Source: an optimization exercise on an open RTL-to-GDS flow (aim: small area and a short achievable clock period). Production flows keep margins and buffers that such runs may drop. Function was checked by simulation only, so behaviour that the tests miss may differ from the original. No activity file was given, so power comes from the tool's default toggle rates.

==> design/flow/design.v <==
module zsab #(
    parameter [31:0] PREHEAT_NOMINAL      = 32'd400,
    parameter [15:0] PWM_RANGE            = 16'd5000,
    parameter [7:0]  KIND_SUPPORTED       = 8'h01,
    parameter [15:0] RST_UART_DIV         = 16'd16,
    parameter [31:0] RST_FRAME_TIMEOUT_MS = 32'd20,
    parameter [31:0] RST_CONV_SETTLE_MS   = 32'd2,
    parameter [31:0] RST_PWM_BUDGET_MS    = 32'd100,
    parameter [15:0] RST_SCK_HALF         = 16'd4
) (
    input             clk,
    input             rst,
    input      [31:0] ms_now,
    input      [5:0]  bus_addr,
    input             bus_we,
    input             bus_re,
    input      [31:0] bus_wdata,
    output reg [31:0] bus_rdata,
    output            uart_tx,
    input             uart_rx,
    output            sbr_sck,
    output            sbr_cs_n,
    input             sbr_so,
    input             pwm_in,
    output            tmr_suspend,
    output reg        evt_done
);
    localparam [3:0] S_IDLE      = 4'd0,
                     S_SER_START = 4'd1,
                     S_SER_TX    = 4'd2,
                     S_SER_RX    = 4'd3,
                     S_SER_CHECK = 4'd4,
                     S_SBR_START = 4'd5,
                     S_SBR_TRIG  = 4'd6,
                     S_SBR_SETTLE= 4'd7,
                     S_SBR_SETUP = 4'd8,
                     S_SBR_HI    = 4'd9,
                     S_SBR_LO    = 4'd10,
                     S_SBR_EVAL  = 4'd11,
                     S_PWM_START = 4'd12,
                     S_PWM_POLL  = 4'd13,
                     S_PWM_CALC  = 4'd14,
                     S_CHK_START = 4'd15;
    localparam [2:0] P_WAIT_LOW  = 3'd0,
                     P_WAIT_HIGH = 3'd1,
                     P_CNT_HIGH  = 3'd2,
                     P_CNT_LOW   = 3'd3,
                     P_FINISHED  = 3'd4;
    localparam [3:0] C_NONE         = 4'h0,
                     C_SUCCESS_UINT = 4'h1,
                     C_SUCCESS_FP2  = 4'h2,
                     C_FAIL         = 4'hF,
                     C_TIMEOUT      = 4'hE,
                     C_WRONG_ANSWER = 4'hD,
                     C_CHECKSUM     = 4'hC,
                     C_WRONG_ID     = 4'hB,
                     C_CONNECT      = 4'hA,
                     C_ACK_L        = 4'h9,
                     C_ACK_H        = 4'h8;
    localparam [1:0] RX_IDLE = 2'd0, RX_START = 2'd1, RX_DATA = 2'd2, RX_STOP = 2'd3;
    localparam [5:0] A_CMD = 6'h00, A_STATUS = 6'h01, A_RESULT = 6'h02, A_VALUE = 6'h03,
                     A_DEADLINE = 6'h04, A_UART_DIV = 6'h05, A_FRAME_TO = 6'h06,
                     A_CONV_SETTLE = 6'h07, A_PWM_BUDGET = 6'h08, A_SCK_HALF = 6'h09,
                     A_SBR_RAW = 6'h0A, A_PWM_HIGH = 6'h0B, A_PWM_LOW = 6'h0C,
                     A_FRAME0 = 6'h0D, A_FRAME1 = 6'h0E, A_FRAME2 = 6'h0F, A_NOW = 6'h10;
    reg [3:0]  seq;
    reg        done, rej;
    reg [2:0]  op;
    reg [3:0]  code;         
    reg [16:0] value_lo;     
    reg        value_s;
    reg [31:0] warmup_deadline;
    reg [15:0] uart_div;
    reg [31:0] frame_timeout_ms;
    reg [31:0] conv_settle_ms;
    reg [31:0] pwm_budget_ms;
    reg [15:0] sck_half;
    reg [15:0] sbr_raw;
    reg [31:0] pwm_high_ms;
    reg [31:0] pwm_low_ms;
    reg [7:0]  frame [0:8];
    reg [2:0]  pst;
    reg        kind_ok;
    reg [15:0] cnt;          
    reg [3:0]  txi;
    reg [3:0]  txb;          
    reg [31:0] t0;
    reg [31:0] tm;           
    reg [1:0]  rx_st;
    reg [15:0] rx_cnt;       
    reg [2:0]  rx_bit;
    reg [7:0]  rx_sh;
    reg [3:0]  rx_count;
    reg rx_s1, rx_s, so_s1, so_s, pwm_s1, pwm_s;
    integer k;
    wire        busy    = (seq != S_IDLE);
    wire        rx_en   = (seq == S_SER_TX) || (seq == S_SER_RX) || (seq == S_SER_CHECK);
    assign      tmr_suspend = (seq == S_PWM_POLL) || (seq == S_PWM_CALC);
    assign      sbr_sck  = (seq == S_SBR_HI);
    assign      sbr_cs_n = !((seq == S_SBR_TRIG) || (seq == S_SBR_SETUP) ||
                             (seq == S_SBR_HI) || (seq == S_SBR_LO));
    wire        start_st = (seq == S_SER_START) || (seq == S_PWM_START);
    wire [31:0] elapsed;
    zsab_sub #(32) u_el (.a(ms_now), .b(t0 & {32{!start_st}}), .d(elapsed));
    wire [31:0] limit   = start_st              ? warmup_deadline  :
                          (seq == S_SER_RX)     ? frame_timeout_ms :
                          (seq == S_SBR_SETTLE) ? conv_settle_ms : pwm_budget_ms;
    wire        expired;
    zsab_ge #(32) u_exp (.a(elapsed), .b(limit), .ge(expired));
    wire        preheat = !expired;
    wire [31:0] since   = ms_now - tm;
    wire [15:0] cnt_dec, rx_cnt_dec;
    zsab_dec #(16) u_cd (.a(cnt), .d(cnt_dec));
    zsab_dec #(16) u_rd (.a(rx_cnt), .d(rx_cnt_dec));
    wire        cnt_end = (cnt == 16'd1);
    wire        rx_end  = (rx_cnt == 16'd1);
    wire [7:0] fs2, fs3, fs4, fs5, fs6, frame_sum;
    zsab_fadd #(8) u_fs2 (.a(frame[1]), .b(frame[2]), .ci(1'b0), .s(fs2));
    zsab_fadd #(8) u_fs3 (.a(fs2), .b(frame[3]), .ci(1'b0), .s(fs3));
    zsab_fadd #(8) u_fs4 (.a(fs3), .b(frame[4]), .ci(1'b0), .s(fs4));
    zsab_fadd #(8) u_fs5 (.a(fs4), .b(frame[5]), .ci(1'b0), .s(fs5));
    zsab_fadd #(8) u_fs6 (.a(fs5), .b(frame[6]), .ci(1'b0), .s(fs6));
    zsab_fadd #(8) u_fs7 (.a(fs6), .b(frame[7]), .ci(1'b0), .s(frame_sum));
    wire [7:0] frame_chk = 8'd0 - frame_sum;
    reg [7:0] req_byte;
    always @* begin
        case (txi)
            4'd0: req_byte = 8'hFF;
            4'd1: req_byte = 8'h01;
            4'd2: req_byte = 8'h86;
            4'd8: req_byte = 8'h79;
            default: req_byte = 8'h00;
        endcase
    end
    assign uart_tx = (seq != S_SER_TX) || (txb == 4'd9) ||
                     ((txb != 4'd0) && req_byte[txb[2:0] - 3'd1]);
    wire [3:0] cmd_op    = bus_wdata[3:0];
    wire       cmd_legal = (bus_wdata[7:4] == 4'd0) && (bus_wdata[31:16] == 16'd0) &&
                           (cmd_op >= 4'd1) && (cmd_op <= 4'd4) &&
                           ((cmd_op == 4'd2) || (bus_wdata[15:8] == 8'd0));
    reg  [3:0] cmd_start;
    always @* begin
        case (cmd_op)
            4'd1: cmd_start = S_SER_START;
            4'd2: cmd_start = S_SBR_START;
            4'd3: cmd_start = S_PWM_START;
            default: cmd_start = S_CHK_START;
        endcase
    end
    wire        calc    = (seq == S_PWM_CALC);
    wire [31:0] l_in    = calc ? pwm_low_ms : since;
    wire [33:0] den     = {2'b00, pwm_high_ms} + {2'b00, l_in} - 34'd4;
    wire        den_pos = !den[33] && (den[32:0] != 33'd0);
    wire        neg     = (pwm_high_ms[31:1] == 31'd0);
    wire [31:0] mag;
    zsab_dec2 u_mag (.h(pwm_high_ms), .neg(neg), .m(mag));
    wire [44:0] num;
    zsab_x5000 u_mul (.m(mag), .p(num));
    wire [33:0] dw_in = calc ? {tm[7], t0, num[6]} : {2'b00, num[44:13]};
    wire [5:0]  dn_bit = calc ? num[5:0] : num[12:7];    
    wire [32:0] dn = ~den[32:0];
    wire [6:0]  dq;
    wire [32:0] dr [0:6];
    genvar gs;
    generate for (gs = 0; gs < 7; gs = gs + 1) begin : g_div
        wire [33:0] w;
        if (gs == 0) begin : g_first
            assign w = dw_in;
        end else begin : g_next
            assign w = {dr[gs - 1], dn_bit[6 - gs]};
        end
        zsab_dstage u_st (.w(w), .dn(dn), .sel(dq[6 - gs]), .r(dr[gs]));
    end endgenerate
    wire [13:0] quo    = {tm[6:0], dq};
    wire [14:0] pwm_q = neg ? (15'd0 - {1'b0, quo}) : {1'b0, quo};
    wire [15:0] raw       = tm[15:0];
    wire [16:0] sbr_x9, sbr_value;
    zsab_fadd #(17) u_x9  (.a({5'd0, raw[14:3]}), .b({2'd0, raw[14:3], 3'd0}), .ci(1'b0), .s(sbr_x9));
    zsab_fadd #(17) u_x25 (.a(sbr_x9), .b({1'd0, raw[14:3], 4'd0}), .ci(1'b0), .s(sbr_value));
    reg        fin;
    reg [3:0]  fin_code;
    reg [16:0] fin_val;
    reg        fin_s;
    always @* begin
        fin      = 1'b0;
        fin_code = C_NONE;
        fin_val  = 17'd0;
        fin_s    = 1'b0;
        case (seq)
            S_SER_START, S_PWM_START:
                if (preheat) begin
                    fin = 1'b1; fin_code = C_SUCCESS_UINT; fin_val = PREHEAT_NOMINAL[16:0];
                end
            S_SER_RX:
                if (rx_count != 4'd9 && expired) begin
                    fin = 1'b1; fin_code = C_TIMEOUT;
                end
            S_SER_CHECK: begin
                fin = 1'b1;
                if (frame[0] != 8'hFF)
                    fin_code = C_WRONG_ANSWER;
                else if (frame_chk != frame[8])
                    fin_code = C_CHECKSUM;
                else begin
                    fin_code = C_SUCCESS_UINT;
                    fin_val  = {1'b0, frame[6], frame[7]};
                end
            end
            S_SBR_START:
                if (!kind_ok) begin
                    fin = 1'b1; fin_code = C_FAIL;
                end
            S_SBR_EVAL: begin
                fin = 1'b1;
                if (raw[15])
                    fin_code = C_WRONG_ID;
                else if (raw[2])
                    fin_code = C_CONNECT;
                else begin
                    fin_code = C_SUCCESS_FP2;
                    fin_val  = sbr_value;
                end
            end
            S_PWM_POLL:
                if (expired) begin
                    fin = 1'b1;
                    fin_code = (pst == P_WAIT_LOW)  ? C_ACK_L :
                               (pst == P_WAIT_HIGH) ? C_ACK_H : C_TIMEOUT;
                end
            S_PWM_CALC: begin
                fin = 1'b1;
                if (!den_pos)
                    fin_code = C_FAIL;
                else begin
                    fin_code = C_SUCCESS_UINT;
                    fin_val  = {{2{pwm_q[14]}}, pwm_q};
                    fin_s    = pwm_q[14];
                end
            end
            S_CHK_START: begin
                fin = 1'b1; fin_code = C_SUCCESS_UINT; fin_val = {9'd0, frame_chk};
            end
            default: ;
        endcase
    end
    always @* begin
        case (bus_addr)
            A_STATUS:      bus_rdata = {12'd0, rx_count, tmr_suspend, pst, seq,
                                        1'b0, op, 1'b0, rej, done, busy};
            A_RESULT:      bus_rdata = {{29{code[3]}}, code[2:0]};
            A_VALUE:       bus_rdata = {{15{value_s}}, value_lo};
            A_DEADLINE:    bus_rdata = warmup_deadline;
            A_UART_DIV:    bus_rdata = {16'd0, uart_div};
            A_FRAME_TO:    bus_rdata = frame_timeout_ms;
            A_CONV_SETTLE: bus_rdata = conv_settle_ms;
            A_PWM_BUDGET:  bus_rdata = pwm_budget_ms;
            A_SCK_HALF:    bus_rdata = {16'd0, sck_half};
            A_SBR_RAW:     bus_rdata = {16'd0, sbr_raw};
            A_PWM_HIGH:    bus_rdata = pwm_high_ms;
            A_PWM_LOW:     bus_rdata = pwm_low_ms;
            A_FRAME0:      bus_rdata = {frame[3], frame[2], frame[1], frame[0]};
            A_FRAME1:      bus_rdata = {frame[7], frame[6], frame[5], frame[4]};
            A_FRAME2:      bus_rdata = {24'd0, frame[8]};
            A_NOW:         bus_rdata = ms_now;
            default:       bus_rdata = 32'd0;
        endcase
    end
    wire        cfg_we   = bus_we && !busy;
    wire [15:0] div_in   = (bus_wdata[15:2] == 14'd0) ? 16'd4 : bus_wdata[15:0];
    wire [15:0] half_in  = (bus_wdata[15:1] == 15'd0) ? 16'd2 : bus_wdata[15:0];
    wire [31:0] nrst32   = {32{!rst}};
    wire [31:0] rst32    = {32{rst}};
    always @(posedge clk)
        if (rst || (cfg_we && bus_addr == A_DEADLINE))
            warmup_deadline <= bus_wdata & nrst32;
    always @(posedge clk)
        if (rst || (cfg_we && bus_addr == A_UART_DIV))
            uart_div <= (div_in & nrst32[15:0]) | (RST_UART_DIV & rst32[15:0]);
    always @(posedge clk)
        if (rst || (cfg_we && bus_addr == A_FRAME_TO))
            frame_timeout_ms <= (bus_wdata & nrst32) | (RST_FRAME_TIMEOUT_MS & rst32);
    always @(posedge clk)
        if (rst || (cfg_we && bus_addr == A_CONV_SETTLE))
            conv_settle_ms <= (bus_wdata & nrst32) | (RST_CONV_SETTLE_MS & rst32);
    always @(posedge clk)
        if (rst || (cfg_we && bus_addr == A_PWM_BUDGET))
            pwm_budget_ms <= (bus_wdata & nrst32) | (RST_PWM_BUDGET_MS & rst32);
    always @(posedge clk)
        if (rst || (cfg_we && bus_addr == A_SCK_HALF))
            sck_half <= (half_in & nrst32[15:0]) | (RST_SCK_HALF & rst32[15:0]);
    always @(posedge clk) begin
        if (rst) begin
            seq <= S_IDLE; done <= 1'b0; rej <= 1'b0; op <= 3'd0;
            code <= C_NONE; value_lo <= 17'd0; value_s <= 1'b0;
            sbr_raw <= 16'd0; pwm_high_ms <= 32'd0; pwm_low_ms <= 32'd0;
            for (k = 0; k < 9; k = k + 1) frame[k] <= 8'd0;
            pst <= P_WAIT_LOW; kind_ok <= 1'b0; cnt <= 16'd0; txi <= 4'd0; txb <= 4'd0;
            t0 <= 32'd0; tm <= 32'd0;
            rx_st <= RX_IDLE; rx_cnt <= 16'd0; rx_bit <= 3'd0;
            rx_sh <= 8'd0; rx_count <= 4'd0;
            rx_s1 <= 1'b1; rx_s <= 1'b1; so_s1 <= 1'b0; so_s <= 1'b0;
            pwm_s1 <= 1'b1; pwm_s <= 1'b1;
            evt_done <= 1'b0;
        end else begin
            rx_s1  <= uart_rx; rx_s  <= rx_s1;
            so_s1  <= sbr_so;  so_s  <= so_s1;
            pwm_s1 <= pwm_in;  pwm_s <= pwm_s1;
            evt_done <= 1'b0;
            if (bus_we) begin
                case (bus_addr)
                    A_CMD:
                        if (!busy && cmd_legal) begin
                            seq      <= cmd_start;
                            op       <= cmd_op[2:0];
                            done     <= 1'b0;
                            code     <= C_NONE;
                            value_lo <= 17'd0;
                            value_s  <= 1'b0;
                            kind_ok  <= (bus_wdata[15:8] == KIND_SUPPORTED);
                        end else begin
                            rej <= 1'b1;
                        end
                    A_STATUS: begin
                        if (bus_wdata[1]) done <= 1'b0;
                        if (bus_wdata[2]) rej  <= 1'b0;
                    end
                    A_DEADLINE, A_UART_DIV, A_FRAME_TO, A_CONV_SETTLE, A_PWM_BUDGET,
                    A_SCK_HALF, A_FRAME0, A_FRAME1, A_FRAME2:
                        if (busy) begin
                            rej <= 1'b1;
                        end else begin
                            case (bus_addr)
                                A_FRAME0: begin
                                    frame[0] <= bus_wdata[7:0];   frame[1] <= bus_wdata[15:8];
                                    frame[2] <= bus_wdata[23:16]; frame[3] <= bus_wdata[31:24];
                                end
                                A_FRAME1: begin
                                    frame[4] <= bus_wdata[7:0];   frame[5] <= bus_wdata[15:8];
                                    frame[6] <= bus_wdata[23:16]; frame[7] <= bus_wdata[31:24];
                                end
                                A_FRAME2:      frame[8] <= bus_wdata[7:0];
                                default: ;
                            endcase
                        end
                    default: ;
                endcase
            end
            if (rx_en && !fin) begin
                case (rx_st)
                    RX_IDLE:
                        if (!rx_s) begin
                            rx_st <= RX_START; rx_cnt <= {1'b0, uart_div[15:1]};
                        end
                    RX_START:
                        if (rx_end) begin
                            if (!rx_s) begin
                                rx_st <= RX_DATA; rx_cnt <= uart_div; rx_bit <= 3'd0;
                            end else begin
                                rx_st <= RX_IDLE;
                            end
                        end else begin
                            rx_cnt <= rx_cnt_dec;
                        end
                    RX_DATA:
                        if (rx_end) begin
                            rx_sh  <= {rx_s, rx_sh[7:1]};
                            rx_cnt <= uart_div;
                            if (rx_bit == 3'd7) rx_st <= RX_STOP;
                            else rx_bit <= rx_bit + 3'd1;
                        end else begin
                            rx_cnt <= rx_cnt_dec;
                        end
                    default:  
                        if (rx_end) begin
                            rx_st <= RX_IDLE;
                            if (rx_count < 4'd9) begin
                                frame[rx_count] <= rx_sh;
                                rx_count <= rx_count + 4'd1;
                            end
                        end else begin
                            rx_cnt <= rx_cnt_dec;
                        end
                endcase
            end
            case (seq)
                S_SER_START:
                    if (!preheat) begin
                        for (k = 0; k < 9; k = k + 1) frame[k] <= 8'd0;
                        rx_count <= 4'd0;
                        rx_st <= RX_IDLE;
                        txi <= 4'd0; txb <= 4'd0; cnt <= uart_div;
                        seq <= S_SER_TX;
                    end
                S_SER_TX:
                    if (!cnt_end) begin
                        cnt <= cnt_dec;
                    end else begin
                        cnt <= uart_div;
                        if (txb != 4'd9) begin
                            txb <= txb + 4'd1;
                        end else if (txi != 4'd8) begin
                            txi <= txi + 4'd1; txb <= 4'd0;
                        end else begin
                            t0  <= ms_now;
                            seq <= S_SER_RX;
                        end
                    end
                S_SER_RX:
                    if (rx_count == 4'd9) seq <= S_SER_CHECK;
                S_SBR_START:
                    if (kind_ok) begin
                        cnt <= sck_half; seq <= S_SBR_TRIG;
                    end
                S_SBR_TRIG:
                    if (!cnt_end) begin
                        cnt <= cnt_dec;
                    end else begin
                        t0 <= ms_now; seq <= S_SBR_SETTLE;
                    end
                S_SBR_SETTLE:
                    if (expired) begin
                        cnt <= sck_half; seq <= S_SBR_SETUP;
                    end
                S_SBR_SETUP:
                    if (!cnt_end) begin
                        cnt <= cnt_dec;
                    end else begin
                        cnt <= sck_half; txb <= 4'd15; seq <= S_SBR_HI;
                    end
                S_SBR_HI:
                    if (!cnt_end) begin
                        cnt <= cnt_dec;
                    end else begin
                        tm[15:0] <= {tm[14:0], so_s}; cnt <= sck_half; seq <= S_SBR_LO;
                    end
                S_SBR_LO:
                    if (!cnt_end) begin
                        cnt <= cnt_dec;
                    end else if (txb == 4'd0) begin
                        seq <= S_SBR_EVAL;
                    end else begin
                        txb <= txb - 4'd1; cnt <= sck_half; seq <= S_SBR_HI;
                    end
                S_SBR_EVAL:
                    sbr_raw <= raw;
                S_PWM_START:
                    if (!preheat) begin
                        t0 <= ms_now;
                        pst <= P_WAIT_LOW;
                        pwm_high_ms <= 32'd0; pwm_low_ms <= 32'd0;
                        seq <= S_PWM_POLL;
                    end
                S_PWM_POLL:
                    if (!expired) begin
                        case (pst)
                            P_WAIT_LOW:
                                if (!pwm_s) pst <= P_WAIT_HIGH;
                            P_WAIT_HIGH:
                                if (pwm_s) begin
                                    tm <= ms_now; pst <= P_CNT_HIGH;
                                end
                            P_CNT_HIGH:
                                if (!pwm_s) begin
                                    pwm_high_ms <= since; tm <= ms_now;
                                    pst <= P_CNT_LOW;
                                end
                            P_CNT_LOW:
                                if (pwm_s) begin
                                    pwm_low_ms <= since; pst <= P_FINISHED;
                                    seq <= S_PWM_CALC;
                                    t0 <= dr[6][31:0];
                                    tm[7:0] <= {dr[6][32], dq};
                                end
                            default: ;
                        endcase
                    end
                default: ;
            endcase
            if (fin) begin
                code     <= fin_code;
                value_lo <= fin_val;
                value_s  <= fin_s;
                done     <= 1'b1;
                seq      <= S_IDLE;
                evt_done <= 1'b1;
                rx_st    <= RX_IDLE;
            end
        end
    end
endmodule
module zsab_sub #(parameter W = 32) (input [W-1:0] a, input [W-1:0] b, output [W-1:0] d);
    wire [W:0] c;
    assign c[0] = 1'b1;
    genvar j;
    generate for (j = 0; j < W; j = j + 1) begin : g
        assign d[j]   = a[j] ^ ~b[j] ^ c[j];
        assign c[j+1] = (a[j] & ~b[j]) | (c[j] & (a[j] | ~b[j]));
    end endgenerate
endmodule
module zsab_ge #(parameter W = 32) (input [W-1:0] a, input [W-1:0] b, output ge);
    wire [W:0] c;
    assign c[0] = 1'b1;
    genvar j;
    generate for (j = 0; j < W; j = j + 1) begin : g
        assign c[j+1] = (a[j] & ~b[j]) | (c[j] & (a[j] | ~b[j]));
    end endgenerate
    assign ge = c[W];
endmodule
module zsab_dec #(parameter W = 16) (input [W-1:0] a, output [W-1:0] d);
    wire [W:0] b;
    assign b[0] = 1'b1;
    genvar j;
    generate for (j = 0; j < W; j = j + 1) begin : g
        assign d[j]   = a[j] ^ b[j];
        assign b[j+1] = b[j] & ~a[j];
    end endgenerate
endmodule
module zsab_dec2 (input [31:0] h, input neg, output [31:0] m);
    wire [31:0] d;
    wire [31:0] b;
    assign d[0] = h[0];
    assign b[1] = 1'b1;
    genvar j;
    generate for (j = 1; j < 32; j = j + 1) begin : g
        assign d[j] = h[j] ^ b[j];
        if (j < 31) begin : g_b
            assign b[j+1] = b[j] & ~h[j];
        end
    end endgenerate
    assign m = neg ? {30'd0, ~h[0], h[0]} : d;
endmodule
module zsab_fadd #(parameter W = 32) (input [W-1:0] a, input [W-1:0] b, input ci, output [W-1:0] s);
    wire [W:0] c;
    assign c[0] = ci;
    genvar j;
    generate for (j = 0; j < W; j = j + 1) begin : g
        assign s[j]   = a[j] ^ b[j] ^ c[j];
        assign c[j+1] = (a[j] & b[j]) | (a[j] & c[j]) | (b[j] & c[j]);
    end endgenerate
endmodule
module zsab_x5000 (input [31:0] m, output [44:0] p);
    wire [34:0] m5;      
    wire [35:0] m15;     
    wire [41:0] m625;    
    zsab_fadd #(35) u_a (.a({3'b000, m}), .b({1'b0, m, 2'b00}), .ci(1'b0), .s(m5));
    zsab_fadd #(36) u_b (.a({m, 4'd0}), .b(~{4'd0, m}), .ci(1'b1), .s(m15));
    zsab_fadd #(42) u_c (.a({m5, 7'd0}), .b(~{6'd0, m15}), .ci(1'b1), .s(m625));
    assign p = {m625, 3'd0};
endmodule
module zsab_dstage (input [33:0] w, input [32:0] dn, output sel, output [32:0] r);
    wire [33:0] c;
    assign c[0] = 1'b1;
    genvar j;
    generate for (j = 0; j < 33; j = j + 1) begin : g
        assign c[j+1] = (w[j] & dn[j]) | (c[j] & (w[j] | dn[j]));
        assign r[j]   = w[j] ^ (sel & (dn[j] ^ c[j]));
    end endgenerate
    assign sel = w[33] | c[33];
endmodule
==> design/flow/flow/run.sh <==
#!/bin/bash
set -euo pipefail
here=$(pwd)
rm -rf "$here/scripts_mod"
cp -r "$FLOW_HOME/scripts" "$here/scripts_mod"
cp "$here/flow/abc_area.script" "$here/scripts_mod/abc_area.script"
bash standard.sh SCRIPTS_DIR="$here/scripts_mod" \
    "BUFFER_PORTS_ARGS=-buffer_cell sky130_fd_sc_hd__buf_2" SETUP_SLACK_MARGIN=117 finish > "$here/standard.log" 2>&1
==> design/flow/flow/abc_area.script <==
strash
dch
map -D 25
topo
stime -c
buffer -c
dnsize -c
==> design/flow/standard.sh <==
#!/bin/bash
# synth_recipe.tcl (not shown) runs the flow's synth.tcl, then flattens the netlist and writes it again
# the make line also repeats each setting of config.mk as NAME=value (left out here)
make -C /OpenROAD-flow-scripts/flow DESIGN_CONFIG=/design/flow/config.mk WORK_HOME=/design/flow/orfs CLKGATE_MAP_FILE= SYNTH_SCRIPT=/design/flow/synth_recipe.tcl "${@:-finish}"
==> design/flow/config.mk <==
export PLATFORM = sky130hd
export DESIGN_NAME = zsab
export DESIGN_NICKNAME = zsab
export VERILOG_FILES = /design/flow/design.v
export SDC_FILE = /design/flow/constraint.sdc
export NUM_CORES = 4
export LEC_CHECK = 0
export ABC_AREA = 1
export CAP_MARGIN = 20
export CORE_MARGIN = 2
export CORE_UTILIZATION = 40
export CTS_BUF_LIST = sky130_fd_sc_hd__clkbuf_8
export SLEW_MARGIN = 20
==> design/flow/constraint.sdc <==
create_clock -name core_clock -period 200.0 [get_ports {clk}]
set_input_delay 40.0000 -clock core_clock [delete_from_list [all_inputs] [get_ports {clk}]]
set_output_delay 40.0000 -clock core_clock [all_outputs]
set_load 0.01 [all_outputs]
==> results.json, run 1 <==
{
  "status": "timing/DRC/antenna clean",
  "fin_crit_ps": 82910,
  "yosysWarnings": 1,
  "h-tree-depth": 3,
  "detail_route.wl_per_cell_um": 21.8,
  "numCtsBuffers": 83,
  "via_per_inst": 5.59,
  "critPathLaunchType": "input port",
  "ioPinCount": 114,
  "crit_path_cell_trace": "buf_2, nor2_1, nand3_1, nor2_2, nand2_2, inv_1, nor2_1, inv_1, a221oi_1, o2111ai_1, buf_2",
  "ir_drop_v": 0.00000981,
  "crit_path_max_incr_delay_ps": 460,
  "path_max_fanout": 14,
  "ant_nets": 0,
  "final_nets": 6528,
  "drv_slew": 0,
  "num_vias": 42300,
  "final_common_cell": "nand2_1",
  "start_util_pct": 40.2,
  "crit_slowest_cell": "inv_1",
  "drtPass1Iterations": 6,
  "ys_seq_area_share_pct": 27.2,
  "synth_cells": 6033,
  "die_area_mm2": 0.111,
  "grt_overflow_total": 0,
  "first_global_vias": 38800,
  "setup_violations": 0,
  "path_clk_slew_ps": 50,
  "num-fill-cells": 11300,
  "fmax_mhz": 12.1,
  "hold_violations": 0,
  "synthArstFlopShare_pct": 0,
  "synth-xor-area-share_pct": 9.66,
  "cts_setup_buffers": 0,
  "synth-simple-area-share_pct": 21.1,
  "dp_hpwl_mm": 128,
  "drc": 0,
  "place.gp.congestion": 1.01,
  "core-area_mm2": 0.108,
  "drtIter0Drc": 4646,
  "final_cell_mix": "nand2_1 (1113), inv_1 (992), nor2_1 (513)",
  "tns_ps": 0,
  "finalCritPeriodShare_pct": 41.5,
  "cts_tree": "done",
  "yosys.cell_types.count": 54,
  "finalWirelength_mm": 165,
  "critPathRequiredTime_ps": 160000,
  "cts_root_buffer": "clkbuf_8",
  "antenna_found_initial": 10,
  "ys_seq_elements": 475,
  "powerDensity_mw_per_mm2": 7.24,
  "finClkSkew_ps": 58.1,
  "p_leak_nw": 20.7,
  "rows": 121,
  "postCtsHoldBufs": 0,
  "max-cap-violations": 0,
  "grt_first_pass_wirelength_mm": 244,
  "drive_gt1_share_pct": 6.59,
  "rsz0062_at_grt": "no",
  "cp.arrival_ps": 42910,
  "worst_hold_path_type": "reg -> reg",
  "die_w_um": 334,
  "synthToLayoutAreaGrowth_pct": 9.22,
  "synth_top_family_by_area": "simple AND/OR/NAND/NOR gates",
  "ctsResizeCount": 2,
  "relSlewSlack_pct": 20.1,
  "synth_ff_type": "dfxtp_1",
  "instances_no_fill": 7564,
  "syn_area_mm2": 0.0435,
  "synth_nets": 6485,
  "synthMuxAreaShare_pct": 0,
  "synthAdderAreaFrac_pct": 14.4,
  "syn_avg_cell_area_um2": 7.22,
  "critical_path_class": "in -> out",
  "io_buffers": 112,
  "insertion_delay_ps": 730,
  "synth_edf_count": 232,
  "grt_max_degree": 99,
  "grt_util_all_layers_pct": 28.7,
  "dp.cells": 7405,
  "chipHeight_um": 334,
  "cts_sinks": 475,
  "end_kind": "output pin",
  "worstMarginPinSlew_ps": 1190,
  "cts_buffer_depth": 3,
  "synth_compound_area_share_pct": 17.0
}
-- cells in the mapped netlist (24+ instances only) --
library cell / n / share of area (%)
xnor2_1: 86 / 1.7
a22oi_1: 38 / 0.66
nand2_1: 1118 / 9.6
maj3_1: 28 / 0.64
ha_1: 204 / 5.9
nor2_1: 525 / 4.5
a211oi_1: 24 / 0.41
o22ai_1: 105 / 1.5
o21ai_0: 377 / 4.3
fa_1: 171 / 7.9
nand4_1: 78 / 1.1
nor4_1: 27 / 0.39
dfxtp_1: 243 / 11
xor2_1: 394 / 7.9
o211ai_1: 49 / 0.85
clkbuf_1: 221 / 1.9
nand3_1: 365 / 4.2
edfxtp_1: 232 / 16
a21oi_1: 367 / 4.2
a221oi_1: 106 / 2.1
nor3_1: 30 / 0.34
inv_1: 971 / 8.4
or2_2: 36 / 0.52
a31oi_1: 54 / 0.78
-- cell type report --
type | instances | area (µm²) | area share (%)
repair buffers | 206 | 1280 | 2.69
inverters | 994 | 3730 | 7.86
flip-flops and latches | 475 | 11800 | 24.9
clock buffers | 93 | 1280 | 2.69
multi-input cells | 4316 | 27200 | 57.1
clock inverters | 60 | 465 | 0.979
well taps | 1414 | 1770 | 3.72
diodes | 6 | 15.0 | 0.0316
-- worst paths after layout --
check | start | endpoint | slack [ps] | cells past startpoint
min | so_s1 | so_s | 400 | 2
max reg2reg | pwm_high_ms[30] | value_lo[16] | 152750 | 272
max | bus_addr[5] | bus_rdata[20] | 117090 | 11
min reg2reg | so_s1 | so_s | 400 | 2
-- state kept, by name, summed over array words and instances, names as in the netlist, 8 cells and up --
| signal | count |
|---|---|
| frame | 72 |
| conv_settle_ms | 32 |
| frame_timeout_ms | 32 |
| pwm_budget_ms | 32 |
| pwm_high_ms | 32 |
| pwm_low_ms | 32 |
| t0 | 32 |
| tm | 32 |
| warmup_deadline | 32 |
| value_lo | 17 |
| cnt | 16 |
| rx_cnt | 16 |
| sbr_raw | 16 |
| sck_half | 16 |
| uart_div | 16 |
| rx_sh | 8 |
-- cells by family after synthesis --
kind of cell,Yosys count
xor+xnor,480
buf+inv,1242
simple gates,2202
flops,475
compound gates,1231
fa+ha+maj,403
-- per-layer routing --
layer / wire [µm] / global-route usage, %
met3: 15000 / 4.84
met1: 69600 / 39.2
met5: 34 / 0
met4: 8000 / 12.7
met2: 71900 / 44.5
-- power by group --
part	switching (W)	internal [W]	leakage (nW)
logic	0.0000910	0.0000464	15.5
registers	0.00000324	0.000106	4.21
clock network	0.0000464	0.0000511	0.978
-- critical path: cells and delay by family --
family	cells	cell delay, ps
buffers and inverters	4	1140
and+or+nand+nor	5	1440
AOI/OAI and AO/OA	2	300
-- per-stage QoR --
step	power, W	worst slack (ps)	util (%)	instance area, µm²	hold WS, ps
6_report	0.000344	117090	43.9	47500	402
5_1_grt	0.000364	117050	43.8	47500	429
4_1_cts	0.000343	116990	43.8	47500	407
3_5_place_dp	0.000247	116740	42.2	45800	398
3_3_place_gp	0.000245	116730	42.2	45700	395
2_1_floorplan	0.000209	118500	-	43500	388
==> inputs of run 2 (changes only) <==
--- a/design/flow/config.mk
+++ b/design/flow/config.mk
@@ -9,5 +9,6 @@
 export CAP_MARGIN = 20
 export CORE_MARGIN = 2
 export CORE_UTILIZATION = 40
-export CTS_BUF_LIST = sky130_fd_sc_hd__clkbuf_8
+export CTS_BUF_LIST = sky130_fd_sc_hd__clkbuf_4
+export CTS_CLUSTER_SIZE = 30
 export SLEW_MARGIN = 20
==> run 2 against run 1 <==
Effect of this change: routed wire length grew 0.47%; sequential power about the same; count of clock-buffer cells in the layout up 94; critical endpoint unchanged; worst setup slack gained 9.0 ps; global-route usage grew 0.23 points; register-to-register slack worse by 40 ps; die area unchanged; clock skew increased by 31 ps; still clean; flip-flop and latch count unchanged; fmax hardly changed; largest cell class unchanged; utilization about the same.
==> results.json, run 2 <==
{
  "yosysMostFrequentCell": "nand2_1",
  "yosys-top-cells-area": "edfxtp_1 (16%), dfxtp_1 (11%), nand2_1 (9.6%)",
  "yosys.cell_types.count": 54,
  "final_nets": 6575,
  "critPathRequiredTime_ps": 160000,
  "chipHeight_um": 334,
  "largest_reg_flops": 72,
  "place_ws_ps": 116740,
  "fmax_mhz": 12.1,
  "numCtsBuffers": 130,
  "rsz0062_at_grt": "no",
  "cts_root_buffer": "clkbuf_4",
  "place.gp.congestion": 1.01,
  "insertion_delay_ps": 1050,
  "powerDensity_mw_per_mm2": 7.20,
  "cts_sinks": 475,
  "h-tree-depth": 4,
  "critPathLaunchType": "input port",
  "cp.arrival_ps": 42900,
  "path_clk_slew_ps": 60,
  "finalCritPeriodShare_pct": 41.4,
  "tns_ps": 0,
  "top_register": "frame",
  "min_to": "so_s",
  "setup_slack_ps": 117100,
  "end_kind": "output pin",
  "ir_drop_v": 0.00000932,
  "grt_max_degree": 99,
  "worstMarginPinSlew_ps": 1190,
  "die_w_um": 334,
  "via_per_inst": 5.60,
  "syn_avg_cell_area_um2": 7.22,
  "synth_common_cells": "nand2_1 (1118), inv_1 (971), nor2_1 (525)",
  "r2r_cells": 272,
  "die_area_mm2": 0.111,
  "relSlewSlack_pct": 20.0,
  "hold_depth": 2,
  "drv_slew": 0,
  "final_cell_mix": "nand2_1 (1113), inv_1 (968), nor2_1 (513)",
  "hold_violations": 0,
  "synth_cells": 6033,
  "drtPass1Iterations": 6,
  "cts_tree": "done",
  "cts_buffer_depth": 3,
  "ioPinCount": 114,
  "drtIter0Drc": 4943,
  "critical_path_class": "in -> out",
  "ys_seq_area_share_pct": 27.2,
  "drc": 0,
  "synth_ff_type": "dfxtp_1",
  "min_from": "so_s1",
  "r2r_slack_ps": 152710,
  "ant_nets": 0,
  "fin_crit_ps": 82900,
  "yosysWarnings": 1,
  "drive_gt1_share_pct": 7.94,
  "synth_edf_count": 232,
  "grt_util_all_layers_pct": 28.9,
  "ys_seq_elements": 475,
  "syn_area_mm2": 0.0435,
  "synthToLayoutAreaGrowth_pct": 9.17,
  "synth_nets": 6485,
  "rows": 121,
  "antenna_found_initial": 9,
  "dp_hpwl_mm": 128,
  "p_leak_nw": 20.7,
  "yosysTopAreaCellShare_pct": 16.0,
  "whs_ps": 403,
  "postCtsHoldBufs": 0,
  "num_vias": 42800,
  "regArea_mm2": 0.0118,
  "r2r_start": "pwm_high_ms[30]",
  "grt_overflow_total": 0,
  "detail_route.wl_per_cell_um": 21.6,
  "max-cap-violations": 0,
  "io_buffers": 112,
  "worst_hold_path_type": "reg -> reg",
  "status": "timing/DRC/antenna clean",
  "r2r-end": "value_lo[16]",
  "core-area_mm2": 0.108,
  "synthArstFlopShare_pct": 0,
  "finalWirelength_mm": 165,
  "num-fill-cells": 11300,
  "final_common_cell": "nand2_1",
  "grt_first_pass_wirelength_mm": 245,
  "start_util_pct": 40.2,
  "finalPower_w": 0.000342,
  "multi_input_area_mm2": 0.0272,
  "path_max_fanout": 14,
  "finClkSkew_ps": 89.4,
  "setup_violations": 0,
  "first_global_vias": 39100,
  "yosysTopAreaCell": "edfxtp_1"
}
[run 2: changes by cell type in the layout (fill, tap and decap cells not counted), sizes merged]
cell	before	now
diode	6	9
bufinv	6	4
inv	1006	980
clkinv	39	51
clkbuf	93	187
[run 2: power breakdown]
| group | switching [W] | total, W | internal [W] |
|---|---|---|---|
| Combinational | 0.0000914 | 0.000138 | 0.0000464 |
| Sequential | 0.00000321 | 0.000109 | 0.000106 |
| Clock | 0.0000469 | 0.0000954 | 0.0000485 |
| Total | 0.000142 | 0.000342 | 0.000201 |
[run 2: worst max-delay path, cell delays in order]
cell and delay [ps]:
buf_2 110, nor2_1 280, nand3_1 250, nor2_2 380, nand2_2 370, inv_1 350, nor2_1 160, inv_1 450
a221oi_1 100, o2111ai_1 210, buf_2 210
[run 2: what timing repair did]
item | in CTS | in global routing
endpoints found under the hold margin | 0 | 0
setup buffers | 0 | 0
setup endpoints to repair | 25 | 12
gates resized for setup | 2 | 2
[run 2: worst max-delay path by stage]
stage,start,endpoint,slack [ps],cells after the start
CTS,bus_addr[5],bus_rdata[20],116990,11
global route,bus_addr[5],bus_rdata[20],117040,11
detailed placement,bus_addr[5],bus_rdata[20],116740,11
floorplan,bus_addr[5],bus_rdata[21],118500,10
finish,bus_addr[5],bus_rdata[20],117100,11
global placement,bus_addr[5],bus_rdata[20],116730,11
[run 2: cell families (layout without fill, tap and decap cells)]
family / after synthesis / in the layout / share of synthesized area [%]
compound gates: 1231 / 1231 / 17.0
xor+xnor: 480 / 480 / 9.66
fa+ha+maj: 403 / 403 / 14.4
buf+inv: 1242 / 1431 / 10.7
flops: 475 / 475 / 27.2
other cells: 0 / 9 / 0
simple gates: 2202 / 2202 / 21.1
[run 2: through the flow]
step | cell area (µm²) | util [%] | instances
3_5_place_dp | 45800 | 42.2 | 7405
6_report | 47500 | 43.8 | 7645
3_3_place_gp | 45700 | 42.2 | 7404
5_1_grt | 47500 | 43.8 | 7639
4_1_cts | 47500 | 43.8 | 7636
2_1_floorplan | 43500 | - | 6033
[run 2: layout make-up]
type / count / area share (%)
sequential: 475 / 24.9
inverter: 994 / 7.86
tap: 1414 / 3.72
multi-input combinational: 4316 / 57.2
clock inverter: 44 / 0.656
clock buffer: 187 / 2.95
timing repair buffer: 206 / 2.69
antenna: 9 / 0.0474
[run 2: metal layers]
layer	share of wire (%)	vias up	global-route usage [%]	wire length (µm)
li1	-	20200	-	-
met1	42	20300	39.3	69500
met2	44	1929	44.7	72100
met3	9.2	364	5.24	15200
met4	5.1	4	13.1	8430
met5	0.019	-	0	31
==> inputs of run 3 (changes only) <==
--- a/design/flow/config.mk
+++ b/design/flow/config.mk
@@ -11,4 +11,5 @@
 export CORE_UTILIZATION = 40
 export CTS_BUF_LIST = sky130_fd_sc_hd__clkbuf_4
 export CTS_CLUSTER_SIZE = 30
+export GPL_TIMING_DRIVEN = 0
 export SLEW_MARGIN = 20
==> run 3 against run 2 <==
Effect of this change: still clean; via count up 3.7%; synthesized cell count unchanged; flip-flop and latch count unchanged; worst setup slack worse by 340 ps; synthesized area unchanged; combinational power up 3%; first-iteration DRC count up 2.2%; cell area up 0.85%; non-clock buffer count up 165; clock power down 2.4%; utilization up 0.37 points; critical path type unchanged; largest cell class unchanged.
==> results.json, run 3 <==
{
  "drive_gt1_share_pct": 6.55,
  "fin_crit_ps": 83240,
  "cp.arrival_ps": 43230,
  "dp_hpwl_mm": 152,
  "setup_violations": 0,
  "place.gp.congestion": 1.06,
  "first_global_vias": 40900,
  "path_clk_slew_ps": 70,
  "yosysWarnings": 1,
  "end_kind": "output pin",
  "max-cap-violations": 0,
  "rsz0062_at_grt": "yes",
  "hold_violations": 0,
  "rows": 121,
  "synthToLayoutAreaGrowth_pct": 10.1,
  "syn_area_mm2": 0.0435,
  "fmax_mhz": 12.0,
  "postCtsHoldBufs": 0,
  "status": "timing/DRC/antenna clean",
  "powerDensity_mw_per_mm2": 7.18,
  "core-area_mm2": 0.108,
  "num_vias": 44300,
  "die_area_mm2": 0.111,
  "finClkSkew_ps": 129,
  "synth_nets": 6485,
  "grt_first_pass_wirelength_mm": 268,
  "cts_buffer_depth": 3,
  "path_max_fanout": 10,
  "die_w_um": 334,
  "finalPower_w": 0.000344,
  "grt_max_degree": 18,
  "ir_drop_v": 0.0000115,
  "r2r_cells": 261,
  "p_leak_nw": 20.7,
  "yosys.cell_types.count": 54,
  "syn_avg_cell_area_um2": 7.22,
  "cts_setup_buffers": 0,
  "synth_edf_count": 232,
  "io_buffers": 111,
  "hold_depth": 2,
  "ctsResizeCount": 3,
  "detail_route.wl_per_cell_um": 23.8,
  "final_nets": 6743,
  "synthArstFlopShare_pct": 0,
  "critical_path_class": "in -> out",
  "final_common_cell": "nand2_1",
  "ys_seq_elements": 475,
  "drv_slew": 0,
  "synth_cells": 6033,
  "drtIter0Drc": 5054,
  "largest_reg_flops": 72,
  "drc": 0,
  "top_register": "frame",
  "synth_ff_type": "dfxtp_1",
  "worst_hold_path_type": "reg -> reg",
  "cts_tree": "done",
  "synth_common_cells": "nand2_1 (1118), inv_1 (971), nor2_1 (525)",
  "numCtsBuffers": 133,
  "antenna_found_initial": 13,
  "final_cell_mix": "nand2_1 (1117), inv_1 (971), nor2_1 (521)",
  "ant_nets": 0,
  "grt_util_all_layers_pct": 32.5,
  "critPathRequiredTime_ps": 160000,
  "yosysTopAreaCell": "edfxtp_1",
  "yosysMostFrequentCell": "nand2_1",
  "chipHeight_um": 334,
  "h-tree-depth": 4,
  "r2r_slack_ps": 152880,
  "cts_root_buffer": "clkbuf_4",
  "critPathLaunchType": "input port",
  "yosys-top-cells-area": "edfxtp_1 (16%), dfxtp_1 (11%), nand2_1 (9.6%)",
  "worstMarginPinSlew_ps": 1280,
  "finalWirelength_mm": 186,
  "grt_overflow_total": 0,
  "ys_seq_area_share_pct": 27.2,
  "via_per_inst": 5.67,
  "finalCritPeriodShare_pct": 41.6,
  "relSlewSlack_pct": 14.9,
  "insertion_delay_ps": 1110,
  "cts_sinks": 475,
  "yosysTopAreaCellShare_pct": 16.0,
  "drtPass1Iterations": 6,
  "start_util_pct": 40.2,
  "ioPinCount": 114,
  "tns_ps": 0
}
-- run 3: cell counts after synthesis --
Identical to the previous run, type by type.
-- run 3: routing by layer --
metal	GRT usage (%)	vias up	routed length, µm
li1	-	20500	-
met1	41.9	21000	75000
met2	50.3	2326	80600
met3	7.10	509	18000
met4	18.7	8	12300
met5	0	-	60
-- run 3: report_power, final --
group	switching [W]	total [W]	internal, W
logic	0.0000965	0.000142	0.0000450
clock network	0.0000479	0.0000931	0.0000452
registers	0.00000334	0.000109	0.000106
total	0.000148	0.000344	0.000196
-- run 3: path summary, 6_finish.rpt --
path / startpoint / endpoint
worst min-delay path: so_s1 / so_s
worst max register to register: pwm_high_ms[30] / value_lo[16]
worst max-delay path: bus_addr[5] / bus_rdata[13]
worst min register to register: so_s1 / so_s
-- run 3: stage by stage --
stage / hold slack (ps) / setup WS (ps) / std cells / util, % / cell area (µm²)
after floorplan: 388 / 118500 / 6033 / - / 43500
after global placement: 395 / 115940 / 7558 / 42.3 / 45900
after detailed placement: 393 / 116480 / 7570 / 42.6 / 46200
after CTS: 409 / 117030 / 7807 / 44.1 / 47800
after global routing: 405 / 116870 / 7811 / 44.2 / 47900
final: 403 / 116770 / 7816 / 44.2 / 47900
-- run 3: worst max-delay path, cell delays in order --
cell and delay [ps]:
buf_2 100, nor2_1 390, nand2_1 210, nor2_4 510, clkinv_2 440, clkbuf_1 440
o22ai_1 560, a221oi_1 190, nand4_1 200, buf_2 180
-- run 3: area by class of cell --
type	instances	area [µm²]
fill	11400	60500
sequential	475	11800
buffer	248	945
antenna	9	22.5
clock buffer	189	1420
timing repair buffer	123	764
clock inverter	48	249
inverter	994	3730
tap	1414	1770
multi-input combinational	4316	27200
-- run 3: kinds of logic after synthesis --
| kind of cell | after synthesis | share of synthesized area, % |
|---|---|---|
| flops | 475 | 27.2 |
| buf+inv | 1242 | 10.7 |
| fa+ha+maj | 403 | 14.4 |
| simple gates | 2202 | 21.1 |
| xor+xnor | 480 | 9.66 |
| compound gates | 1231 | 17.0 |
==> inputs of run 4 (changes only) <==
==> design/flow/flow/run.sh (replaced) <==
#!/bin/bash
set -euo pipefail
here=$(pwd)
rm -rf "$here/scripts_mod"
cp -r "$FLOW_HOME/scripts" "$here/scripts_mod"
cp "$here/flow/abc_area.script" "$here/scripts_mod/abc_area.script"
bash standard.sh SCRIPTS_DIR="$here/scripts_mod" \
    "BUFFER_PORTS_ARGS=-buffer_cell sky130_fd_sc_hd__buf_2" SETUP_SLACK_MARGIN=116 finish > "$here/standard.log" 2>&1
--- a/design/flow/config.mk
+++ b/design/flow/config.mk
@@ -9,7 +9,4 @@
 export CAP_MARGIN = 20
 export CORE_MARGIN = 2
 export CORE_UTILIZATION = 40
-export CTS_BUF_LIST = sky130_fd_sc_hd__clkbuf_4
-export CTS_CLUSTER_SIZE = 30
-export GPL_TIMING_DRIVEN = 0
 export SLEW_MARGIN = 20
==> run 4 against run 3 <==
Effect of this change: still clean on timing, DRC and antenna; critical path depth increased by 1; fmax decreased by 0.23%; utilization decreased by 0.28 points; combinational power decreased by 3%; sequential power about the same; flip-flop and latch count unchanged; clock power increased by 14%; die area unchanged.
==> results.json, run 4 <==
{
  "die_area_mm2": 0.111,
  "cts_buffer_depth": 3,
  "synth-simple-area-share_pct": 21.1,
  "min_to": "so_s",
  "grt_first_pass_wirelength_mm": 243,
  "synthAdderAreaFrac_pct": 14.4,
  "hold_depth": 2,
  "yosysWarnings": 1,
  "yosysTopAreaCellShare_pct": 16.0,
  "yosysTopAreaCell": "edfxtp_1",
  "setup_violations": 0,
  "syn_area_mm2": 0.0435,
  "yosys-top-cells-area": "edfxtp_1 (16%), dfxtp_1 (11%), nand2_1 (9.6%)",
  "ctsResizeCount": 0,
  "synth-xor-area-share_pct": 9.66,
  "core-area_mm2": 0.108,
  "max-cap-violations": 0,
  "num_vias": 42200,
  "synth_top_family_by_area": "simple AND/OR/NAND/NOR gates",
  "numCtsBuffers": 52,
  "setup_slack_ps": 116580,
  "ir_drop_v": 0.00000944,
  "hold_violations": 0,
  "yosys.cell_types.count": 54,
  "die_w_um": 334,
  "cts_setup_buffers": 0,
  "tns_ps": 0,
  "r2r_start": "pwm_high_ms[30]",
  "fin_util_pct": 43.9,
  "synthArstFlopShare_pct": 0,
  "end_kind": "output pin",
  "synthMuxAreaShare_pct": 0,
  "powerDensity_mw_per_mm2": 7.42,
  "critPathLaunchType": "input port",
  "grt_max_degree": 99,
  "drive_gt1_share_pct": 6.04,
  "synth_compound_area_share_pct": 17.0,
  "antenna_found_initial": 7,
  "worstMarginPinSlew_ps": 1190,
  "fin_crit_ps": 83420,
  "critical_path_class": "in -> out",
  "synth_nets": 6485,
  "ioPinCount": 114,
  "grt_overflow_total": 0,
  "cts_tree": "done",
  "drc": 0,
  "top_register": "frame",
  "drv_slew": 0,
  "syn_avg_cell_area_um2": 7.22,
  "synthToLayoutAreaGrowth_pct": 9.39,
  "start_util_pct": 40.2,
  "min_from": "so_s1",
  "drtPass1Iterations": 6,
  "insertion_delay_ps": 650,
  "postCtsHoldBufs": 0,
  "r2r_cells": 271,
  "finalPower_w": 0.000353,
  "path_clk_slew_ps": 50,
  "grt_util_all_layers_pct": 28.6,
  "synth_common_cells": "nand2_1 (1118), inv_1 (971), nor2_1 (525)",
  "finClkSkew_ps": 48.4,
  "final_nets": 6497,
  "cp.arrival_ps": 43420,
  "worst_hold_path_type": "reg -> reg",
  "r2r_slack_ps": 152790,
  "ys_seq_area_share_pct": 27.2,
  "fmax_mhz": 12.0,
  "dp_hpwl_mm": 128,
  "io_buffers": 112,
  "first_global_vias": 38500,
  "largest_reg_flops": 72,
  "via_per_inst": 5.62,
  "synth_edf_count": 232,
  "synth_cells": 6033,
  "relSlewSlack_pct": 20.1,
  "ys_seq_elements": 475,
  "detail_route.wl_per_cell_um": 21.9,
  "r2r-end": "value_lo[16]",
  "yosysMostFrequentCell": "nand2_1",
  "final_cell_mix": "nand2_1 (1114), inv_1 (968), nor2_1 (515)",
  "cts_sinks": 475,
  "final_common_cell": "nand2_1",
  "p_leak_nw": 20.6,
  "placed_area_mm2": 0.0458,
  "path_max_fanout": 14,
  "h-tree-depth": 2,
  "ant_nets": 0,
  "place_ws_ps": 116740,
  "finalWirelength_mm": 165,
  "chipHeight_um": 334,
  "rsz0062_at_grt": "no",
  "stdcell_area_mm2": 0.0476,
  "critPathRequiredTime_ps": 160000,
  "synth_ff_type": "dfxtp_1",
  "rows": 121,
  "drtIter0Drc": 5091,
  "num-fill-cells": 11200,
  "status": "timing/DRC/antenna clean",
  "finalCritPeriodShare_pct": 41.7,
  "place.gp.congestion": 1.01,
  "cts_root_buffer": "clkbuf_16"
}
==> run 4: cell counts after synthesis <==
No cell type changed its count.
==> run 4: report_power, final <==
part           total, W  leakage (nW)  switching [W]  internal [W]
registers      0.000109          4.21     0.00000323      0.000106
logic          0.000138          15.5      0.0000916     0.0000464
clock network  0.000106         0.881      0.0000452     0.0000608
==> run 4: logic make-up after synthesis <==
group	after synthesis
compound gates	1231
xor+xnor	480
fa+ha+maj	403
buf+inv	1242
flops	475
simple gates	2202
==> run 4: worst max path at each step <==
stage | from | end | cells after the start
after detailed placement | bus_addr[5] | bus_rdata[20] | 11
after CTS | bus_addr[5] | bus_rdata[20] | 11
after floorplan | bus_addr[5] | bus_rdata[21] | 10
after global routing | bus_addr[5] | bus_rdata[20] | 11
final | bus_addr[5] | bus_rdata[20] | 11
after global placement | bus_addr[5] | bus_rdata[20] | 11
==> run 4: metrics by stage <==
stage	hold WS (ps)	std cells
2_1_floorplan	388	6033
3_3_place_gp	395	7404
3_5_place_dp	398	7405
4_1_cts	407	7503
5_1_grt	429	7503
6_report	403	7506
==> run 4: metal layers <==
metal / vias up / global-route usage, % / share of wire (%)
li1: 20000 / - / -
met1: 20000 / 39.4 / 42
met2: 1870 / 44.7 / 44
met3: 314 / 4.31 / 9.4
met4: 4 / 12.0 / 5.0
met5: - / 0 / 0.018
==> run 4: layout make-up <==
type / count / area (µm²) / area share, %
diodes: 3 / 7.51 / 0.0158
multi-input cells: 4316 / 27200 / 57.0
well taps: 1414 / 1770 / 3.72
repair buffers: 206 / 1280 / 2.69
flip-flops and latches: 475 / 11800 / 24.8
inverters: 994 / 3730 / 7.84
clock buffers: 66 / 1420 / 2.97
clock inverters: 32 / 419 / 0.880
==> run 4: worst max-delay path, stage by stage <==
cell and delay, ps:
buf_2 110, nor2_1 290, nand3_1 230, nor2_1 520, nand2_1 650, inv_1 460
nor2_1 170, inv_1 460, a221oi_1 100, o2111ai_1 210, buf_2 210
==> inputs of run 5 (changes only) <==
==> design/flow/flow/run.sh (replaced) <==
#!/bin/bash
set -euo pipefail
here=$(pwd)
rm -rf "$here/scripts_mod"
cp -r "$FLOW_HOME/scripts" "$here/scripts_mod"
cp "$here/flow/abc_area.script" "$here/scripts_mod/abc_area.script"
bash standard.sh SCRIPTS_DIR="$here/scripts_mod" \
    "BUFFER_PORTS_ARGS=-buffer_cell sky130_fd_sc_hd__buf_2" SETUP_SLACK_MARGIN=117 \
    "CTS_ARGS=-sink_clustering_enable -repair_clock_nets -dont_use_dummy_load -sink_clustering_size 30 -buf_list sky130_fd_sc_hd__clkbuf_4" finish > "$here/standard.log" 2>&1
--- a/design/flow/config.mk
+++ b/design/flow/config.mk
@@ -9,4 +9,6 @@
 export CAP_MARGIN = 20
 export CORE_MARGIN = 2
 export CORE_UTILIZATION = 40
+export CTS_BUF_LIST = sky130_fd_sc_hd__clkbuf_4
+export CTS_CLUSTER_SIZE = 30
 export SLEW_MARGIN = 20
==> run 5 against run 4 <==
Effect of this change: still clean; via count increased by 0.68%; utilization decreased by 0.78 points; count of clock-buffer cells in the layout increased by 64; worst setup slack improved by 500 ps; flip-flop and latch count unchanged; synthesized cell count unchanged; register-to-register slack improved by 50 ps; cell area decreased by 1.8%; largest power group unchanged; highest routed layer unchanged.
==> results.json, run 5 <==
{
  "status": "timing/DRC/antenna clean",
  "synth_ff_type": "dfxtp_1",
  "via_per_inst": 5.63,
  "synth_edf_count": 232,
  "drv_slew": 0,
  "end_kind": "output pin",
  "critPathLaunchType": "input port",
  "antenna_found_initial": 8,
  "use_met1_pct": 39.4,
  "critical_path_class": "in -> out",
  "h-tree-depth": 4,
  "setup_violations": 0,
  "num_vias": 42500,
  "crit_path_cell_trace": "buf_2, nor2_1, nand3_1, nor2_2, nand2_2, inv_1, nor2_1, inv_1, a221oi_1, o2111ai_1, buf_2",
  "yosys-top-cells-area": "edfxtp_1 (16%), dfxtp_1 (11%), nand2_1 (9.6%)",
  "numCtsBuffers": 130,
  "top_register": "frame",
  "grt_overflow_total": 0,
  "synthToLayoutAreaGrowth_pct": 7.45,
  "insertion_delay_ps": 1010,
  "power_frac_comb_pct": 43.5,
  "synthArstFlopShare_pct": 0,
  "synth_cells": 6033,
  "rsz0062_at_grt": "no",
  "finalPower_w": 0.000317,
  "finalWirelength_mm": 165,
  "tns_ps": 0,
  "drtIter0Drc": 4816,
  "cts_root_buffer": "clkbuf_4",
  "crit_path_max_incr_delay_ps": 450,
  "multi_input_area_mm2": 0.0272,
  "cts_tree": "done",
  "place.gp.congestion": 1.01,
  "relSlewSlack_pct": 20.4,
  "cp.arrival_ps": 42930,
  "path_clk_slew_ps": 60,
  "num-fill-cells": 11300,
  "ys_seq_elements": 475,
  "yosys.cell_types.count": 54,
  "core-area_mm2": 0.108,
  "ant_nets": 0,
  "final_cell_mix": "nand2_1 (1113), inv_1 (968), nor2_1 (513)",
  "finalCritPeriodShare_pct": 41.5,
  "synth_common_cells": "nand2_1 (1118), inv_1 (971), nor2_1 (525)",
  "final_nets": 6575,
  "p_int_w": 0.000182,
  "die_w_um": 334,
  "ir_drop_v": 0.00000922,
  "place_ws_ps": 116740,
  "ys_seq_area_share_pct": 27.2,
  "critPathRequiredTime_ps": 160000,
  "setup_slack_ps": 117070,
  "detail_route.wl_per_cell_um": 21.9,
  "drive_gt1_share_pct": 6.80,
  "synth_nets": 6485,
  "max-cap-violations": 0,
  "regArea_mm2": 0.0118,
  "grt_max_degree": 99,
  "finClkSkew_ps": 128,
  "critPathBufInv": 4,
  "crit_slowest_cell": "inv_1",
  "yosysMostFrequentCell": "nand2_1",
  "drc": 0,
  "chipHeight_um": 334,
  "grt_first_pass_wirelength_mm": 244,
  "yosysTopAreaCell": "edfxtp_1",
  "fmax_mhz": 12.1,
  "p_sw_w": 0.000135,
  "cts_sinks": 475,
  "ioPinCount": 114,
  "worstMarginPinSlew_ps": 1190,
  "p_leak_nw": 20.3,
  "syn_avg_cell_area_um2": 7.22,
  "path_max_fanout": 14,
  "final_common_cell": "nand2_1",
  "start_util_pct": 40.2,
  "io_buffers": 112,
  "top_usage_layer": "met2",
  "yosysWarnings": 1,
  "worst_hold_path_type": "reg -> reg",
  "dp_hpwl_mm": 128,
  "yosysTopAreaCellShare_pct": 16.0,
  "first_global_vias": 38900,
  "seq_power_share_pct": 34.4,
  "largest_reg_flops": 72,
  "rows": 121,
  "pwr-share-clk_pct": 22.1,
  "fin_crit_ps": 82930,
  "cts_buffer_depth": 3,
  "grt_util_all_layers_pct": 28.9,
  "syn_area_mm2": 0.0435,
  "cp_top_family": "simple AND/OR/NAND/NOR gates",
  "power.share.switching_pct": 42.6,
  "powerDensity_mw_per_mm2": 6.78,
  "drtPass1Iterations": 8,
  "grtUsageMet3_pct": 5.06,
  "hold_violations": 0,
  "die_area_mm2": 0.111,
  "use_met2_pct": 44.8
}
[run 5: cell count changes in the layout (fill, tap and decap cells not counted), sizes merged]
cell | before | now
bufinv | 8 | 0
clkinv | 33 | 16
clkinvlp | 6 | 0
clkbuf | 66 | 130
inv | 979 | 978
diode | 3 | 6
[run 5: worst register-to-register path: cells and delay by family, from the launching register on]
kind / cells / cell delay (ps)
AO/OA/AOI/OAI: 20 / 5560
AND/OR/NAND/NOR: 203 / 25010
adder cells (fa/ha/maj): 35 / 12900
buffers and inverters: 14 / 3070
flip-flops: 1 / 400
[run 5: power groups by stage]
stage | clock, W | combinational [W] | sequential (W)
floorplan | 0 | 0.000100 | 0.000109
global placement | 0 | 0.000134 | 0.000111
detailed placement | 0 | 0.000136 | 0.000111
CTS | 0.0000711 | 0.000136 | 0.000109
global route | 0.0000750 | 0.000153 | 0.000109
finish | 0.0000701 | 0.000138 | 0.000109
[run 5: layout make-up]
| class | count | area share [%] |
|---|---|---|
| clock buffer | 130 | 2.09 |
| timing repair buffer | 206 | 2.74 |
| inverter | 994 | 7.98 |
| multi-input combinational | 4316 | 58.1 |
| sequential | 475 | 25.3 |
| antenna | 6 | 0.0321 |
| tap | 1414 | 3.78 |
[run 5: repair_timing]
action / 4_1_cts / 5_1_grt
setup endpoints to repair: 25 / 12
setup buffers: 0 / 0
hold buffers: 0 / 0
gates resized for setup: 2 / 2
[run 5: path summary, 6_finish.rpt]
check                       end             from  slack [ps]  cells after the start
setup / recovery  bus_rdata[20]      bus_addr[5]      117070                     11
hold / removal             rx_s            rx_s1         400                      1
setup reg to reg   value_lo[16]  pwm_high_ms[30]      152840                    272
hold reg to reg            rx_s            rx_s1         400                      1
[run 5: routing by layer]
metal / vias up / part of all wire [%]
met5: - / 0.010
li1: 20100 / -
met3: 310 / 9.4
met2: 1896 / 44
met4: 2 / 4.8
met1: 20200 / 42
[run 5: kinds of logic after synthesis]
group,share of synthesized area [%]
fa+ha+maj,14.4
buf+inv,10.7
flops,27.2
xor+xnor,9.66
simple gates,21.1
compound gates,17.0
[run 5: stage by stage]
step                std cells  cell area (µm²)  hold slack, ps  utilization, %
detailed placement       7405            45800             398            42.2
global placement         7404            45700             395            42.2
finish                   7541            46800             397            43.2
CTS                      7535            46700             408            43.1
floorplan                6033            43500             388               -
global route             7538            46800             426            43.1
==> inputs of run 6 (changes only) <==
--- a/design/flow/config.mk
+++ b/design/flow/config.mk
@@ -8,7 +8,7 @@
 export ABC_AREA = 1
 export CAP_MARGIN = 20
 export CORE_MARGIN = 2
-export CORE_UTILIZATION = 40
+export CORE_UTILIZATION = 50
 export CTS_BUF_LIST = sky130_fd_sc_hd__clkbuf_4
 export CTS_CLUSTER_SIZE = 30
 export SLEW_MARGIN = 20
==> run 6 against run 5 <==
Effect of this change: still clean; clock skew fell by 22 ps; cell area fell by 0.66%; sequential power barely moved; critical endpoint is now bus_rdata[3]; highest routed layer unchanged.
==> results.json, run 6 <==
{
  "finalWirelength_mm": 165,
  "finalPower_w": 0.000317,
  "drv_slew": 0,
  "die_w_um": 299,
  "relSlewSlack_pct": 11.7,
  "crit_path_max_incr_delay_ps": 680,
  "num-fill-cells": 8765,
  "fin_crit_ps": 82960,
  "grt_max_degree": 96,
  "status": "timing/DRC/antenna clean",
  "antenna_found_initial": 11,
  "drtIter0Drc": 4874,
  "grt_overflow_total": 0,
  "max-cap-violations": 0,
  "start_util_pct": 50.3,
  "path_max_fanout": 19,
  "critPathRequiredTime_ps": 160000,
  "cp.arrival_ps": 42960,
  "ir_drop_v": 0.0000117,
  "num_vias": 42600,
  "cts_root_buffer": "clkbuf_4",
  "ys_seq_elements": 475,
  "numCtsBuffers": 135,
  "via_per_inst": 5.85,
  "finClkSkew_ps": 106,
  "die_area_mm2": 0.0894,
  "cts_setup_buffers": 0,
  "grt_util_all_layers_pct": 36.4,
  "worst_hold_path_type": "reg -> reg",
  "dp_hpwl_mm": 127,
  "synth_edf_count": 232,
  "syn_avg_cell_area_um2": 7.22,
  "critPathLaunchType": "input port",
  "rsz0062_at_grt": "no",
  "cts_sinks": 475,
  "cts_buffer_depth": 3,
  "grt_first_pass_wirelength_mm": 246,
  "yosys.cell_types.count": 54,
  "yosysTopAreaCellShare_pct": 16.0,
  "first_global_vias": 39600,
  "h-tree-depth": 4,
  "yosysWarnings": 1,
  "ioPinCount": 114,
  "place.gp.congestion": 1.01,
  "synth_cells": 6033,
  "io_buffers": 112,
  "worstMarginPinSlew_ps": 1310,
  "synth_nets": 6485,
  "rows": 108,
  "drtPass1Iterations": 6,
  "powerDensity_mw_per_mm2": 6.81,
  "hold_violations": 0,
  "drc": 0,
  "yosysMostFrequentCell": "nand2_1",
  "top_register": "frame",
  "p_leak_nw": 20.3,
  "syn_area_mm2": 0.0435,
  "ant_nets": 0,
  "cts_tree": "done",
  "final_common_cell": "nand2_1",
  "crit_slowest_cell": "o22ai_1",
  "finalCritPeriodShare_pct": 41.5,
  "synth_ff_type": "dfxtp_1",
  "end_kind": "output pin",
  "crit_path_cell_trace": "buf_2, nor2_1, nand2_1, nor2_1, buf_4, clkinvlp_4, o22ai_1, a221oi_1, nand4_1, buf_2",
  "path_clk_slew_ps": 50,
  "chipHeight_um": 299,
  "drive_gt1_share_pct": 6.84,
  "setup_violations": 0,
  "synthToLayoutAreaGrowth_pct": 6.74,
  "largest_reg_flops": 72,
  "insertion_delay_ps": 1040,
  "critical_path_class": "in -> out",
  "synth_common_cells": "nand2_1 (1118), inv_1 (971), nor2_1 (525)",
  "final_nets": 6577,
  "ys_seq_area_share_pct": 27.2,
  "yosysTopAreaCell": "edfxtp_1",
  "fmax_mhz": 12.1,
  "tns_ps": 0,
  "synthArstFlopShare_pct": 0,
  "final_cell_mix": "nand2_1 (1113), inv_1 (968), nor2_1 (512)",
  "core-area_mm2": 0.0865,
  "yosys-top-cells-area": "edfxtp_1 (16%), dfxtp_1 (11%), nand2_1 (9.6%)",
  "detail_route.wl_per_cell_um": 22.6
}
-- run 6: cell counts after synthesis --
No cell type changed its count.
-- run 6: power breakdown --
part / internal [W] / total (W) / switching (W) / leakage (nW)
logic: 0.0000463 / 0.000137 / 0.0000904 / 15.5
registers: 0.000106 / 0.000109 / 0.00000325 / 4.21
clock network: 0.0000306 / 0.0000705 / 0.0000400 / 0.621
total: 0.000183 / 0.000317 / 0.000134 / 20.3
-- run 6: final timing paths --
path	cells after the start	start	end	slack [ps]
max	10	bus_addr[5]	bus_rdata[3]	117040
min	2	so_s1	so_s	400
max reg2reg	270	pwm_high_ms[26]	value_lo[16]	153460
min reg2reg	2	so_s1	so_s	400
-- run 6: metal layers --
metal | part of all wire, % | vias up | track usage (%) | routed length, µm
met1 | 42 | 20100 | 49.6 | 68900
met3 | 9.4 | 394 | 6.76 | 15600
met5 | 0.021 | - | 0 | 34
li1 | - | 20100 | - | -
met4 | 5.0 | 6 | 16.4 | 8290
met2 | 44 | 1984 | 56.2 | 72000
-- run 6: final cells by class --
class	instances	area (µm²)	area share, %
Inverter	994	3740	8.04
Antenna cell	8	20.0	0.0431
Tap cell	1155	1450	3.11
Clock buffer	135	1010	2.18
Timing Repair Buffer	203	1250	2.69
Sequential cell	475	11800	25.5
Multi-Input combinational cell	4316	27200	58.5
-- run 6: kinds of logic after synthesis --
kind of cell    synth area share (%)
compound gates                  17.0
xor+xnor                        9.66
fa+ha+maj                       14.4
buf+inv                         10.7
flops                           27.2
simple gates                    21.1
-- run 6: worst max-delay path: cells and delay by family --
family                 cells  cell delay (ps)
buffers and inverters      4             1210
AO/OA/AOI/OAI              2              880
AND/OR/NAND/NOR            4              820
-- run 6: through the flow --
stage / instance area [µm²] / hold slack (ps) / setup slack, ps / cells / utilization, %
3_3_place_gp: 45400 / 391 / 116830 / 7143 / 52.5
5_1_grt: 46500 / 395 / 117040 / 7283 / 53.7
4_1_cts: 46400 / 401 / 117010 / 7278 / 53.7
2_1_floorplan: 43500 / 388 / 118500 / 6033 / -
3_5_place_dp: 45400 / 400 / 116860 / 7143 / 52.5
6_report: 46500 / 402 / 117040 / 7286 / 53.7
-- run 6: what timing repair did --
item / 4_1_cts / 5_1_grt
setup endpoints to repair: 13 / 27
resized for setup: 1 / 4
pin swaps: 0 / 0
hold buffers: 0 / 0

[afterwards: timing with drivers on the ports]
Ports are ideal in the flow. The routed layouts listed here were re-timed in OpenROAD.
Step 1 (the two cells are an assumption about what drives the block):
set clk [get_ports {clk}]
set_driving_cell -lib_cell sky130_fd_sc_hd__clkbuf_16 $clk
set_driving_cell -lib_cell sky130_fd_sc_hd__buf_2 [delete_from_list [all_inputs] $clk]
Step 2 adds t to the input delays and takes it off the output delays; t is the mean of the earliest and latest rising clock arrival at the registers after step 1. Input paths then give back, and output paths get back, about the clock's delay inside the block.
a / b / c = no drivers / after step 1 / after step 2; a / b = the first two.
run	t (ns)	setup slack, ns	worst register clock-pin slew, ns
run 1	0.762	117.092 / 117.070 / 117.070	0.07 / 0.07
run 2	1.067	117.101 / 117.079 / 117.079	0.08 / 0.08
run 3	1.103	116.765 / 116.745 / 116.745	0.08 / 0.08
run 4	0.697	116.576 / 116.554 / 116.554	0.07 / 0.07
run 5	1.012	117.072 / 117.050 / 117.050	0.08 / 0.08
run 6	1.050	117.039 / 117.020 / 117.020	0.07 / 0.07
After both steps setup and hold are still met in every run listed.
